Background: an optimization exercise with open tools, aiming at small area, a short achievable clock period and few clock cycles. Do not read the settings as production practice. The RTL was checked by simulation tests, not by an equivalence proof against the original design. Power and IR drop assume default switching activity.

==> inputs of run E <==
==> flow/design.v <==
module sw_link_core (
    input  wire         clk,
    input  wire         rst,             
    input  wire [7:0]   cfg_self_addr,   
    input  wire [7:0]   cfg_peer_addr,   
    input  wire [6:0]   prog_len,        
    output wire [5:0]   prog_addr,       
    input  wire [7:0]   prog_data,       
    output wire         call_valid,
    output wire [3:0]   call_op,
    output wire [3:0]   call_len,
    output wire [111:0] call_data,
    input  wire         call_ready,
    input  wire         resp_ok,
    input  wire [1:0]   resp_mode,
    input  wire [3:0]   resp_len,
    input  wire [111:0] resp_data,
    input  wire         irq_rx,          
    input  wire         host_req,        
    input  wire [23:0]  host_slots,
    output wire [5:0]   err,
    output wire [1:0]   rej_reason,
    output wire [1:0]   lsm_state,
    output wire [5:0]   ord_code,
    output wire         halted
);
    localparam [3:0] OP_ENTER_RX    = 4'd0,
                     OP_TX_NONEMPTY = 4'd1,
                     OP_FLUSH_TX    = 4'd2,
                     OP_SEND        = 4'd3,
                     OP_READ_STATUS = 4'd4,
                     OP_RX_NONEMPTY = 4'd5,
                     OP_FLUSH_RX    = 4'd6,
                     OP_RECEIVE     = 4'd7,
                     OP_SAMPLE      = 4'd8,
                     OP_EMIT        = 4'd9;
    localparam [1:0] M_IDLE = 2'd0, M_RX = 2'd1, M_TX = 2'd2, M_REC = 2'd3;
    localparam [4:0] X_NOP        = 5'b00_000,
                     X_SAMPLE     = 5'b00_010,
                     X_HOSTFWD    = 5'b00_011,
                     X_ORDREQ_ACK = 5'b00_100,
                     X_ENC_VALUE  = 5'b01_000,
                     X_ENC_ORDER  = 5'b01_001,
                     X_DEC_VALUE  = 5'b01_010,
                     X_DEC_ORDER  = 5'b01_011,
                     X_ORD_PACK   = 5'b10_000,
                     X_ORD_TAGCUR = 5'b10_001,
                     X_ORD_UNPACK = 5'b10_010,
                     X_ORD_APPLY  = 5'b10_011,
                     X_LINK_INIT  = 5'b11_000,
                     X_LINK_SEND  = 5'b11_001,
                     X_LINK_REARM = 5'b11_010,
                     X_LINK_RECV  = 5'b11_011,
                     X_LINK_RXDONE= 5'b11_100;
    localparam [7:0] CH_T = 8'h54, CH_L = 8'h4C, CH_H = 8'h48;
    function known;
        input [7:0] b;
        known = (b == CH_T) || (b == CH_L) || (b == CH_H);
    endfunction
    function [1:0] code_of;
        input [7:0] b;
        code_of = (b == CH_T) ? 2'b00 : (b == CH_L) ? 2'b01 : 2'b10;
    endfunction
    reg [5:0]   pc;
    reg         halt_r;
    reg [4:0]   ir;            
    reg         cv;            
    reg [3:0]   cop;           
    reg [2:0]   spin_n;        
    reg [7:0]   self_q, peer_q;
    reg [5:0]   op_tag;
    reg [31:0]  op_temp;
    reg [15:0]  op_hum;
    reg [31:0]  op_lux;
    reg [7:0]   op_slot0, op_slot1, op_slot2;
    reg [7:0]   res_tag;
    reg [31:0]  res_temp;
    reg [15:0]  res_hum;
    reg [31:0]  res_lux;
    reg [1:0]   rs_c0, rs_c1, rs_c2;
    reg         rs_e01, rs_e02, rs_e12;
    reg [87:0]  txb;
    reg         tx_nz, tx_14;
    reg [87:0]  rxb;
    reg         rx_vok, rx_ook;
    reg         rx_pend, order_pend, res_valid, ord_ok;
    reg [1:0]   lsm;
    reg [3:0]   stall_cnt;
    reg [5:0]   err_r;
    reg [1:0]   rej_r;
    reg [1:0]   ord0, ord1, ord2;
    wire        emit = (cop == OP_EMIT);
    assign prog_addr  = pc;
    assign call_valid = cv;
    assign call_op    = cop;
    assign call_len   = {tx_14, 2'b11, 1'b0};
    assign call_data  = {txb[87:56],
                         emit ? {res_hum, res_lux, res_temp[31:24]} : txb[55:0],
                         emit ? res_temp[23:0] :
                                {self_q, peer_q, 4'b0000, tx_14, 3'b101}};
    assign err        = err_r;
    assign rej_reason = rej_r;
    assign lsm_state  = lsm;
    assign ord_code   = {ord2, ord1, ord0};
    assign halted     = halt_r;
    wire        hs = cv & call_ready;
    wire        rs_tx    = (resp_mode == M_TX);
    wire        rs_rx    = (resp_mode == M_RX);
    wire        spin_more = rs_tx & (spin_n != 3'd7);
    wire        is_send  = (ir == X_LINK_SEND);
    wire        is_rearm = (ir == X_LINK_REARM);
    wire        forced   = ~rs_rx & (stall_cnt >= 4'd10);
    reg         last;
    always @(*) begin
        case (cop)
            OP_TX_NONEMPTY, OP_FLUSH_TX, OP_SEND,
            OP_RX_NONEMPTY, OP_FLUSH_RX:   last = 1'b0;
            OP_READ_STATUS:                last = ~spin_more & ~(is_rearm & forced);
            default:                       last = 1'b1;
        endcase
    end
    wire        adv = ~cv | (call_ready & last);
    wire [1:0]  t_c0 = res_tag[5:4];
    wire [1:0]  t_c1 = res_tag[3:2];
    wire [1:0]  t_c2 = res_tag[1:0];
    wire        un_r1 = res_tag[7];
    wire        un_r2 = (t_c0 == t_c1) | (t_c0 == t_c2) | (t_c1 == t_c2);
    wire        un_r3 = (&t_c0) | (&t_c1) | (&t_c2);
    wire        un_ok = ~un_r1 & ~un_r2 & ~un_r3;
    wire        ap_r2 = rs_e01 | rs_e02 | rs_e12;
    wire        ap_r3 = (&rs_c0) | (&rs_c1) | (&rs_c2);
    wire        ap_ok = ~ap_r2 & ~ap_r3;
    wire        pk_ok = known(op_slot0) & known(op_slot1) & known(op_slot2);
    wire [7:0]  rx_b3 = rxb[7:0];
    wire [7:0]  rx_b4 = rxb[15:8];
    wire [7:0]  rx_b5 = rxb[23:16];
    function [1:0] code3;
        input [7:0] b;
        code3 = known(b) ? code_of(b) : 2'b11;
    endfunction
    reg         rx_pend_d, order_pend_d, res_valid_d, ord_ok_d;
    always @(*) begin
        rx_pend_d = rx_pend;
        if (hs && cop == OP_ENTER_RX && ir == X_LINK_RXDONE) rx_pend_d = 1'b0;
        if (irq_rx) rx_pend_d = 1'b1;
        order_pend_d = order_pend;
        if (ir == X_ORDREQ_ACK) order_pend_d = 1'b0;
        if (host_req) order_pend_d = 1'b1;
        res_valid_d = res_valid;
        if (ir == X_DEC_VALUE) res_valid_d = rx_vok;
        if (ir == X_DEC_ORDER) res_valid_d = rx_ook;
        ord_ok_d = ord_ok;
        if (ir == X_ORD_UNPACK) ord_ok_d = un_ok;
        if (ir == X_ORD_APPLY)  ord_ok_d = ap_ok;
    end
    wire        tx_nz_d = tx_nz | (ir == X_ENC_VALUE) | (ir == X_ENC_ORDER);
    wire [7:0]  w = prog_data;
    reg         w_legal;
    always @(*) begin
        case (w)
            8'h00, 8'h01, 8'h02, 8'h03, 8'h04,
            8'h10, 8'h11, 8'h12, 8'h13,
            8'h20, 8'h21, 8'h22, 8'h23,
            8'h30, 8'h31, 8'h32, 8'h33, 8'h34: w_legal = 1'b1;
            default:                           w_legal = w[7];
        endcase
    end
    wire        f_halt = ({1'b0, pc} >= prog_len) | ~w_legal;
    wire        w_ctl  = w[7] | (w[7:1] == 7'd0);      
    reg         skip_no;     
    always @(*) begin
        case (w[5:4])
            2'd0: skip_no = ~rx_pend_d;
            2'd1: skip_no = ~order_pend_d;
            2'd2: skip_no = ~res_valid_d;
            default: skip_no = ~ord_ok_d;
        endcase
    end
    wire [5:0]  pc_inc  = pc + 6'd1;
    wire [5:0]  pc_skip = pc + 6'd1 + {2'b00, w[3:0]};
    wire [5:0]  pc_nxt  = (w[7:6] == 2'b11)            ? w[5:0]  :
                          (w[7:6] == 2'b10 && skip_no) ? pc_skip : pc_inc;
    reg         w_call;
    reg [3:0]   w_op;
    always @(*) begin
        w_call = 1'b1;
        case (w[5:0])
            6'h02:   w_op = OP_SAMPLE;
            6'h03:   w_op = OP_EMIT;
            6'h31:   begin w_op = OP_TX_NONEMPTY; w_call = tx_nz_d; end
            6'h32:   w_op = OP_READ_STATUS;
            6'h33:   w_op = OP_RECEIVE;
            6'h30,
            6'h34:   w_op = OP_ENTER_RX;
            default: begin w_op = OP_ENTER_RX; w_call = 1'b0; end
        endcase
        if (w_ctl) w_call = 1'b0;
    end
    always @(posedge clk) begin
        self_q <= cfg_self_addr;
        peer_q <= cfg_peer_addr;
    end
    always @(posedge clk) begin
        if (rst) begin
            pc     <= 6'd0;
            halt_r <= 1'b0;
            ir     <= X_NOP;
            cv     <= 1'b0;
            cop    <= OP_ENTER_RX;
            spin_n <= 3'd0;
        end else begin
            if (hs) begin
                case (cop)
                    OP_TX_NONEMPTY: cop <= resp_ok ? OP_FLUSH_TX : OP_SEND;
                    OP_FLUSH_TX:    cop <= OP_SEND;
                    OP_SEND:        begin cop <= OP_READ_STATUS; spin_n <= 3'd0; end
                    OP_READ_STATUS: begin
                        spin_n <= spin_n + 3'd1;
                        if (!spin_more) cop <= OP_RX_NONEMPTY;
                    end
                    OP_RX_NONEMPTY: cop <= resp_ok ? OP_FLUSH_RX : OP_ENTER_RX;
                    OP_FLUSH_RX:    cop <= OP_ENTER_RX;
                    default: ;
                endcase
            end
            if (adv) begin
                if (halt_r || f_halt || w_ctl) begin
                    ir <= X_NOP;
                    cv <= 1'b0;
                end else begin
                    ir     <= {w[5:4], w[2:0]};
                    cv     <= w_call;
                    cop    <= w_op;
                    spin_n <= 3'd0;
                end
                if (!halt_r) begin
                    if (f_halt) halt_r <= 1'b1;
                    else        pc     <= pc_nxt;
                end
            end
        end
    end
    always @(posedge clk) begin
        if (rst) begin
            op_tag     <= 6'd0;
            op_temp    <= 32'd0;
            op_hum     <= 16'd0;
            op_lux     <= 32'd0;
            op_slot0   <= 8'd0;
            op_slot1   <= 8'd0;
            op_slot2   <= 8'd0;
            res_tag    <= 8'd0;
            res_temp   <= 32'd0;
            res_hum    <= 16'd0;
            res_lux    <= 32'd0;
            rs_c0      <= 2'b11;
            rs_c1      <= 2'b11;
            rs_c2      <= 2'b11;
            rs_e01     <= 1'b1;
            rs_e02     <= 1'b1;
            rs_e12     <= 1'b1;
            tx_nz      <= 1'b0;
            tx_14      <= 1'b0;
            rx_vok     <= 1'b0;
            rx_ook     <= 1'b0;
            lsm        <= M_IDLE;
            stall_cnt  <= 4'd0;
            err_r      <= 6'd0;
            rej_r      <= 2'd0;
            ord0       <= 2'b00;      
            ord1       <= 2'b01;      
            ord2       <= 2'b10;      
        end else begin
            case (ir)
            X_ENC_VALUE: begin
                tx_nz <= 1'b1;
                tx_14 <= 1'b1;
            end
            X_ENC_ORDER: begin
                tx_nz <= 1'b1;
                tx_14 <= 1'b0;
            end
            X_DEC_VALUE: if (rx_vok) begin
                res_tag  <= rx_b3;
                res_temp <= rxb[39:8];
                res_hum  <= rxb[55:40];
                res_lux  <= rxb[87:56];
            end
            X_DEC_ORDER: if (rx_ook) begin
                rs_c0  <= code3(rx_b3);
                rs_c1  <= code3(rx_b4);
                rs_c2  <= code3(rx_b5);
                rs_e01 <= (rx_b3 == rx_b4);
                rs_e02 <= (rx_b3 == rx_b5);
                rs_e12 <= (rx_b4 == rx_b5);
            end
            X_ORD_PACK: begin
                if (!pk_ok)
                    err_r[4] <= 1'b1;
                else
                    op_tag <= {code_of(op_slot0), code_of(op_slot1), code_of(op_slot2)};
            end
            X_ORD_TAGCUR: op_tag <= {ord0, ord1, ord2};
            X_ORD_UNPACK: begin
                if (un_ok) begin
                    rs_c0  <= t_c0;
                    rs_c1  <= t_c1;
                    rs_c2  <= t_c2;
                    rs_e01 <= 1'b0;
                    rs_e02 <= 1'b0;
                    rs_e12 <= 1'b0;
                end else begin
                    rej_r    <= un_r1 ? 2'd1 : un_r2 ? 2'd2 : 2'd3;
                    err_r[3] <= 1'b1;
                end
            end
            X_ORD_APPLY: begin
                if (ap_ok) begin
                    ord0 <= rs_c0;
                    ord1 <= rs_c1;
                    ord2 <= rs_c2;
                end else begin
                    rej_r    <= ap_r2 ? 2'd2 : 2'd3;
                    err_r[3] <= 1'b1;
                end
            end
            X_LINK_SEND: if (!cv) err_r[4] <= 1'b1;    
            default: ;
            endcase
            if (hs) begin
                case (cop)
                OP_SAMPLE: begin
                    op_temp <= resp_data[31:0];
                    op_hum  <= resp_data[47:32];
                    op_lux  <= resp_data[79:48];
                end
                OP_ENTER_RX: begin
                    lsm <= M_RX;
                    if (ir != X_LINK_RXDONE) stall_cnt <= 4'd0;
                    if (ir == X_LINK_REARM)  err_r[2]  <= 1'b1;
                end
                OP_SEND: begin
                    if (!resp_ok) err_r[0] <= 1'b1;
                    lsm <= M_TX;
                end
                OP_READ_STATUS: if (!spin_more) begin
                    if (rs_tx) err_r[2] <= 1'b1;
                    if (is_send) begin
                        if (!rs_tx) lsm <= M_IDLE;
                    end else if (rs_rx) begin
                        stall_cnt <= 4'd0;
                        lsm       <= M_RX;
                    end else if (!forced) begin
                        stall_cnt <= stall_cnt + 4'd1;
                        lsm       <= M_REC;
                    end
                end
                OP_RECEIVE: begin
                    if (resp_ok) begin
                        rx_vok <= (resp_len >= 4'd14) && (resp_data[15:8] == self_q);
                        rx_ook <= (resp_len >= 4'd6)  && (resp_data[15:8] == self_q);
                    end else begin
                        err_r[1] <= 1'b1;
                        rx_vok   <= 1'b0;
                        rx_ook   <= 1'b0;
                    end
                end
                default: ;
                endcase
            end
            if (host_req) begin
                op_slot0 <= host_slots[7:0];
                op_slot1 <= host_slots[15:8];
                op_slot2 <= host_slots[23:16];
            end
            if (f_halt && adv && !halt_r) err_r[5] <= 1'b1;
        end
    end
    always @(posedge clk) begin
        if (rst) begin
            rx_pend    <= 1'b0;
            order_pend <= 1'b0;
            res_valid  <= 1'b0;
            ord_ok     <= 1'b0;
        end else begin
            rx_pend    <= rx_pend_d;
            order_pend <= order_pend_d;
            res_valid  <= res_valid_d;
            ord_ok     <= ord_ok_d;
        end
    end
    always @(posedge clk) begin
        case (ir)
        X_ENC_VALUE: txb <= {op_lux, op_hum, op_temp, 2'b00, op_tag};
        X_ENC_ORDER: txb[23:0] <= {op_slot2, op_slot1, op_slot0};
        default: ;
        endcase
        if (hs && cop == OP_RECEIVE && resp_ok)
            rxb <= resp_data[111:24];
    end
endmodule
==> flow/run.sh <==
#!/bin/bash
# synth_recipe.tcl (not shown) runs the flow's synth.tcl, then flattens the netlist and writes it again
# the make line also repeats each setting of config.mk as NAME=value (left out here)
make -C /OpenROAD-flow-scripts/flow DESIGN_CONFIG=/design/flow/config.mk WORK_HOME=/design/flow/orfs CLKGATE_MAP_FILE= SYNTH_SCRIPT=/design/flow/synth_recipe.tcl finish
==> flow/config.mk <==
export PLATFORM = sky130hd
export DESIGN_NAME = sw_link_core
export DESIGN_NICKNAME = sw_link_core
export VERILOG_FILES = /design/flow/design.v
export SDC_FILE = /design/flow/constraint.sdc
export NUM_CORES = 4
export LEC_CHECK = 0
export CAP_MARGIN = 20
export CORE_MARGIN = 2
export CORE_UTILIZATION = 35
export SLEW_MARGIN = 20
==> flow/constraint.sdc <==
create_clock -name core_clock -period 5.0 [get_ports {clk}]
set_input_delay 1.0000 -clock core_clock [delete_from_list [all_inputs] [get_ports {clk}]]
set_output_delay 1.0000 -clock core_clock [all_outputs]
set_load 0.01 [all_outputs]
==> inputs of run R, as changes to run E <==
--- a/flow/design.v
+++ b/flow/design.v
@@ -68,5 +68,5 @@
     reg [3:0]   cop;           
     reg [2:0]   spin_n;        
-    reg [7:0]   self_q, peer_q;
+    reg [79:0]  cd;            
     reg [5:0]   op_tag;
     reg [31:0]  op_temp;
@@ -90,13 +90,9 @@
     reg [1:0]   rej_r;
     reg [1:0]   ord0, ord1, ord2;
-    wire        emit = (cop == OP_EMIT);
     assign prog_addr  = pc;
     assign call_valid = cv;
     assign call_op    = cop;
     assign call_len   = {tx_14, 2'b11, 1'b0};
-    assign call_data  = {txb[87:56],
-                         emit ? {res_hum, res_lux, res_temp[31:24]} : txb[55:0],
-                         emit ? res_temp[23:0] :
-                                {self_q, peer_q, 4'b0000, tx_14, 3'b101}};
+    assign call_data  = {txb[87:56], cd};
     assign err        = err_r;
     assign rej_reason = rej_r;
@@ -154,4 +150,8 @@
         if (ir == X_ORD_APPLY)  ord_ok_d = ap_ok;
     end
+    wire        rcv_hs   = hs & (cop == OP_RECEIVE);
+    wire        rx_match = (resp_data[15:8] == cfg_self_addr);
+    wire        rx_vok_d = rcv_hs ? resp_ok & (resp_len >= 4'd14) & rx_match : rx_vok;
+    wire        rx_ook_d = rcv_hs ? resp_ok & (resp_len >= 4'd6)  & rx_match : rx_ook;
     wire        tx_nz_d = tx_nz | (ir == X_ENC_VALUE) | (ir == X_ENC_ORDER);
     wire [7:0]  w = prog_data;
@@ -179,6 +179,30 @@
     wire [5:0]  pc_inc  = pc + 6'd1;
     wire [5:0]  pc_skip = pc + 6'd1 + {2'b00, w[3:0]};
-    wire [5:0]  pc_nxt  = (w[7:6] == 2'b11)            ? w[5:0]  :
+    reg         j_v;
+    reg  [5:0]  j_key, j_to;
+    reg         p_seq;           
+    reg         mg;              
+    wire        j_hit   = j_v & (j_key == pc);
+    wire [5:0]  pc_nxt  = ~w_ctl                       ? (j_hit ? j_to : pc_inc) :
+                          (w[7:6] == 2'b11)            ? w[5:0]  :
                           (w[7:6] == 2'b10 && skip_no) ? pc_skip : pc_inc;
+    wire        w_static = (w[7:6] == 2'b11) | (w[7:1] == 7'd0);
+    wire [5:0]  w_succ   = w[7] ? w[5:0] : pc_inc;
+    wire        take     = adv & ~halt_r;
+    always @(posedge clk) begin
+        if (rst) begin
+            j_v   <= 1'b0;
+            mg    <= 1'b0;
+            p_seq <= 1'b0;
+        end else if (take) begin
+            mg    <= ~w_ctl & j_hit;
+            p_seq <= ~w_ctl & ~j_hit;
+            if (w_static && (mg || p_seq)) begin
+                j_v  <= 1'b1;
+                j_to <= w_succ;
+                if (!mg) j_key <= pc - 6'd1;
+            end
+        end
+    end
     reg         w_call;
     reg [3:0]   w_op;
@@ -197,8 +221,18 @@
         if (w_ctl) w_call = 1'b0;
     end
-    always @(posedge clk) begin
-        self_q <= cfg_self_addr;
-        peer_q <= cfg_peer_addr;
-    end
+    wire        dec_v      = (ir == X_DEC_VALUE) & rx_vok;
+    wire [7:0]  res_tag_d  = dec_v ? rx_b3      : res_tag;
+    wire [31:0] res_temp_d = dec_v ? rxb[39:8]  : res_temp;
+    wire [15:0] res_hum_d  = dec_v ? rxb[55:40] : res_hum;
+    wire [31:0] res_lux_d  = dec_v ? rxb[87:56] : res_lux;
+    wire [87:0] txb_d      = (ir == X_ENC_VALUE) ? {op_lux, op_hum, op_temp, 2'b00, op_tag} :
+                             (ir == X_ENC_ORDER) ? {txb[87:24], op_slot2, op_slot1, op_slot0} :
+                                                   txb;
+    wire        tx_14_d    = (ir == X_ENC_VALUE) | (tx_14 & (ir != X_ENC_ORDER));
+    wire        send_pend  = cv & (ir == X_LINK_SEND) & (cop != OP_READ_STATUS);
+    wire        cd_res     = (cv & (ir == X_HOSTFWD)) | ((w == 8'h03) & ~send_pend);
+    always @(posedge clk)
+        cd <= cd_res ? {res_hum_d, res_lux_d, res_temp_d}
+                     : {txb_d[55:0], cfg_self_addr, cfg_peer_addr, 4'b0000, tx_14_d, 3'b101};
     always @(posedge clk) begin
         if (rst) begin
@@ -225,13 +259,8 @@
             end
             if (adv) begin
-                if (halt_r || f_halt || w_ctl) begin
-                    ir <= X_NOP;
-                    cv <= 1'b0;
-                end else begin
-                    ir     <= {w[5:4], w[2:0]};
-                    cv     <= w_call;
-                    cop    <= w_op;
-                    spin_n <= 3'd0;
-                end
+                ir     <= (halt_r | w_ctl) ? X_NOP : {w[5:4], w[2:0]};
+                cv     <= w_call & ~halt_r & ~f_halt;
+                cop    <= w_op;
+                spin_n <= 3'd0;
                 if (!halt_r) begin
                     if (f_halt) halt_r <= 1'b1;
@@ -273,17 +302,13 @@
         end else begin
             case (ir)
-            X_ENC_VALUE: begin
-                tx_nz <= 1'b1;
-                tx_14 <= 1'b1;
-            end
-            X_ENC_ORDER: begin
+            X_ENC_VALUE, X_ENC_ORDER: begin
                 tx_nz <= 1'b1;
-                tx_14 <= 1'b0;
+                tx_14 <= tx_14_d;
             end
-            X_DEC_VALUE: if (rx_vok) begin
-                res_tag  <= rx_b3;
-                res_temp <= rxb[39:8];
-                res_hum  <= rxb[55:40];
-                res_lux  <= rxb[87:56];
+            X_DEC_VALUE: begin
+                res_tag  <= res_tag_d;
+                res_temp <= res_temp_d;
+                res_hum  <= res_hum_d;
+                res_lux  <= res_lux_d;
             end
             X_DEC_ORDER: if (rx_ook) begin
@@ -295,5 +320,5 @@
                 rs_e12 <= (rx_b4 == rx_b5);
             end
-            X_ORD_PACK: begin
+            X_ORD_PACK: if (!halt_r) begin
                 if (!pk_ok)
                     err_r[4] <= 1'b1;
@@ -302,5 +327,5 @@
             end
             X_ORD_TAGCUR: op_tag <= {ord0, ord1, ord2};
-            X_ORD_UNPACK: begin
+            X_ORD_UNPACK: if (!halt_r) begin
                 if (un_ok) begin
                     rs_c0  <= t_c0;
@@ -315,5 +340,5 @@
                 end
             end
-            X_ORD_APPLY: begin
+            X_ORD_APPLY: if (!halt_r) begin
                 if (ap_ok) begin
                     ord0 <= rs_c0;
@@ -325,5 +350,5 @@
                 end
             end
-            X_LINK_SEND: if (!cv) err_r[4] <= 1'b1;    
+            X_LINK_SEND: if (!cv && !halt_r) err_r[4] <= 1'b1;    
             default: ;
             endcase
@@ -357,12 +382,7 @@
                 end
                 OP_RECEIVE: begin
-                    if (resp_ok) begin
-                        rx_vok <= (resp_len >= 4'd14) && (resp_data[15:8] == self_q);
-                        rx_ook <= (resp_len >= 4'd6)  && (resp_data[15:8] == self_q);
-                    end else begin
-                        err_r[1] <= 1'b1;
-                        rx_vok   <= 1'b0;
-                        rx_ook   <= 1'b0;
-                    end
+                    rx_vok <= rx_vok_d;
+                    rx_ook <= rx_ook_d;
+                    if (!resp_ok) err_r[1] <= 1'b1;
                 end
                 default: ;
@@ -391,9 +411,5 @@
     end
     always @(posedge clk) begin
-        case (ir)
-        X_ENC_VALUE: txb <= {op_lux, op_hum, op_temp, 2'b00, op_tag};
-        X_ENC_ORDER: txb[23:0] <= {op_slot2, op_slot1, op_slot0};
-        default: ;
-        endcase
+        txb <= txb_d;
         if (hs && cop == OP_RECEIVE && resp_ok)
             rxb <= resp_data[111:24];
==> flow/flow/run.sh (new file) <==
#!/bin/bash
# Standard layout, with the port buffers made of the smallest buffer cell.
set -euo pipefail
export BUFFER_PORTS_ARGS="-buffer_cell sky130_fd_sc_hd__buf_1"
bash standard.sh > standard_flow.log 2>&1
==> flow/standard.sh (new file) <==
#!/bin/bash
# synth_recipe.tcl (not shown) runs the flow's synth.tcl, then flattens the netlist and writes it again
# the make line also repeats each setting of config.mk as NAME=value (left out here)
make -C /OpenROAD-flow-scripts/flow DESIGN_CONFIG=/design/flow/config.mk WORK_HOME=/design/flow/orfs CLKGATE_MAP_FILE= SYNTH_SCRIPT=/design/flow/synth_recipe.tcl "${@:-finish}"
--- a/flow/config.mk
+++ b/flow/config.mk
@@ -6,6 +6,11 @@
 export NUM_CORES = 4
 export LEC_CHECK = 0
+export ABC_AREA = 1
 export CAP_MARGIN = 20
 export CORE_MARGIN = 2
-export CORE_UTILIZATION = 35
+export CORE_UTILIZATION = 50
+export CTS_CLUSTER_DIAMETER = 150
+export CTS_CLUSTER_SIZE = 25
+export PLACE_DENSITY = 0.75
+export SETUP_SLACK_MARGIN = 2.4
 export SLEW_MARGIN = 20
removed: flow/run.sh
==> comparison table <==
Status: run R complete, no violations; run E complete, no violations
Net switching power: run R 0.00174 W; run E 0.00173 W
Sequential cell area: run R 11800 µm²; run E 10700 µm²
Number of levels in the clock H-tree: run R 1; run E 2
Cell area after layout: run R 22200 µm²; run E 23000 µm²
Via count of the first global-routing pass: run R 14900; run E 13100
Tmin final: run R 2540 ps; run E 4090 ps
Launching instance or port of the critical path: run R ir[1]; run E cop[0]
Share of synthesized area spent on multiplexers: run R 3.68%; run E 8.37%
Routed wire per std cell: run R 17.4 µm; run E 18.9 µm
TritonCTS Buffers: run R 24; run E 49
Register clock-pin slew on the reported worst setup and hold paths: run R 100 ps; run E 60 ps
Number of cells in the design after placement: run R 2887; run E 2577
Beginning of the worst hold path: run R op_temp[22]; run E op_temp[31]
CP Max Fanout: run R 24; run E 80
Testbench counts of run E, summed over its fixed seeds: cycles 32,362.
Testbench counts of run R, summed over its fixed seeds: cycles 29,868.

## afterwards: timing with drivers on the ports
Ports are ideal in the flow. The routed layouts listed here were re-timed in OpenROAD.
Step 1 (the two cells are an assumption about what drives the block):
set clk [get_ports {clk}]
set_driving_cell -lib_cell sky130_fd_sc_hd__clkbuf_16 $clk
set_driving_cell -lib_cell sky130_fd_sc_hd__buf_2 [delete_from_list [all_inputs] $clk]
Step 2 moves the port delays by t, midway between the first and last clock arrival at a register: inputs arrive t later, outputs are due t later. That takes back most of the time a late clock gives input paths.
Three values: ideal, step 1, step 2; two values: the first two.
run	t (ns)	setup slack, ns	slew at the worst register clock pin (ns)
run E	0.633	0.914 / 0.858 / 1.114	0.06 / 0.06
run R	0.625	2.457 / 2.457 / 1.975	0.11 / 0.11
After both steps setup and hold are still met in every run listed. The setup slack of run R, which loses most, moves by 0.000 ns with the drivers and by -0.482 ns with both steps.
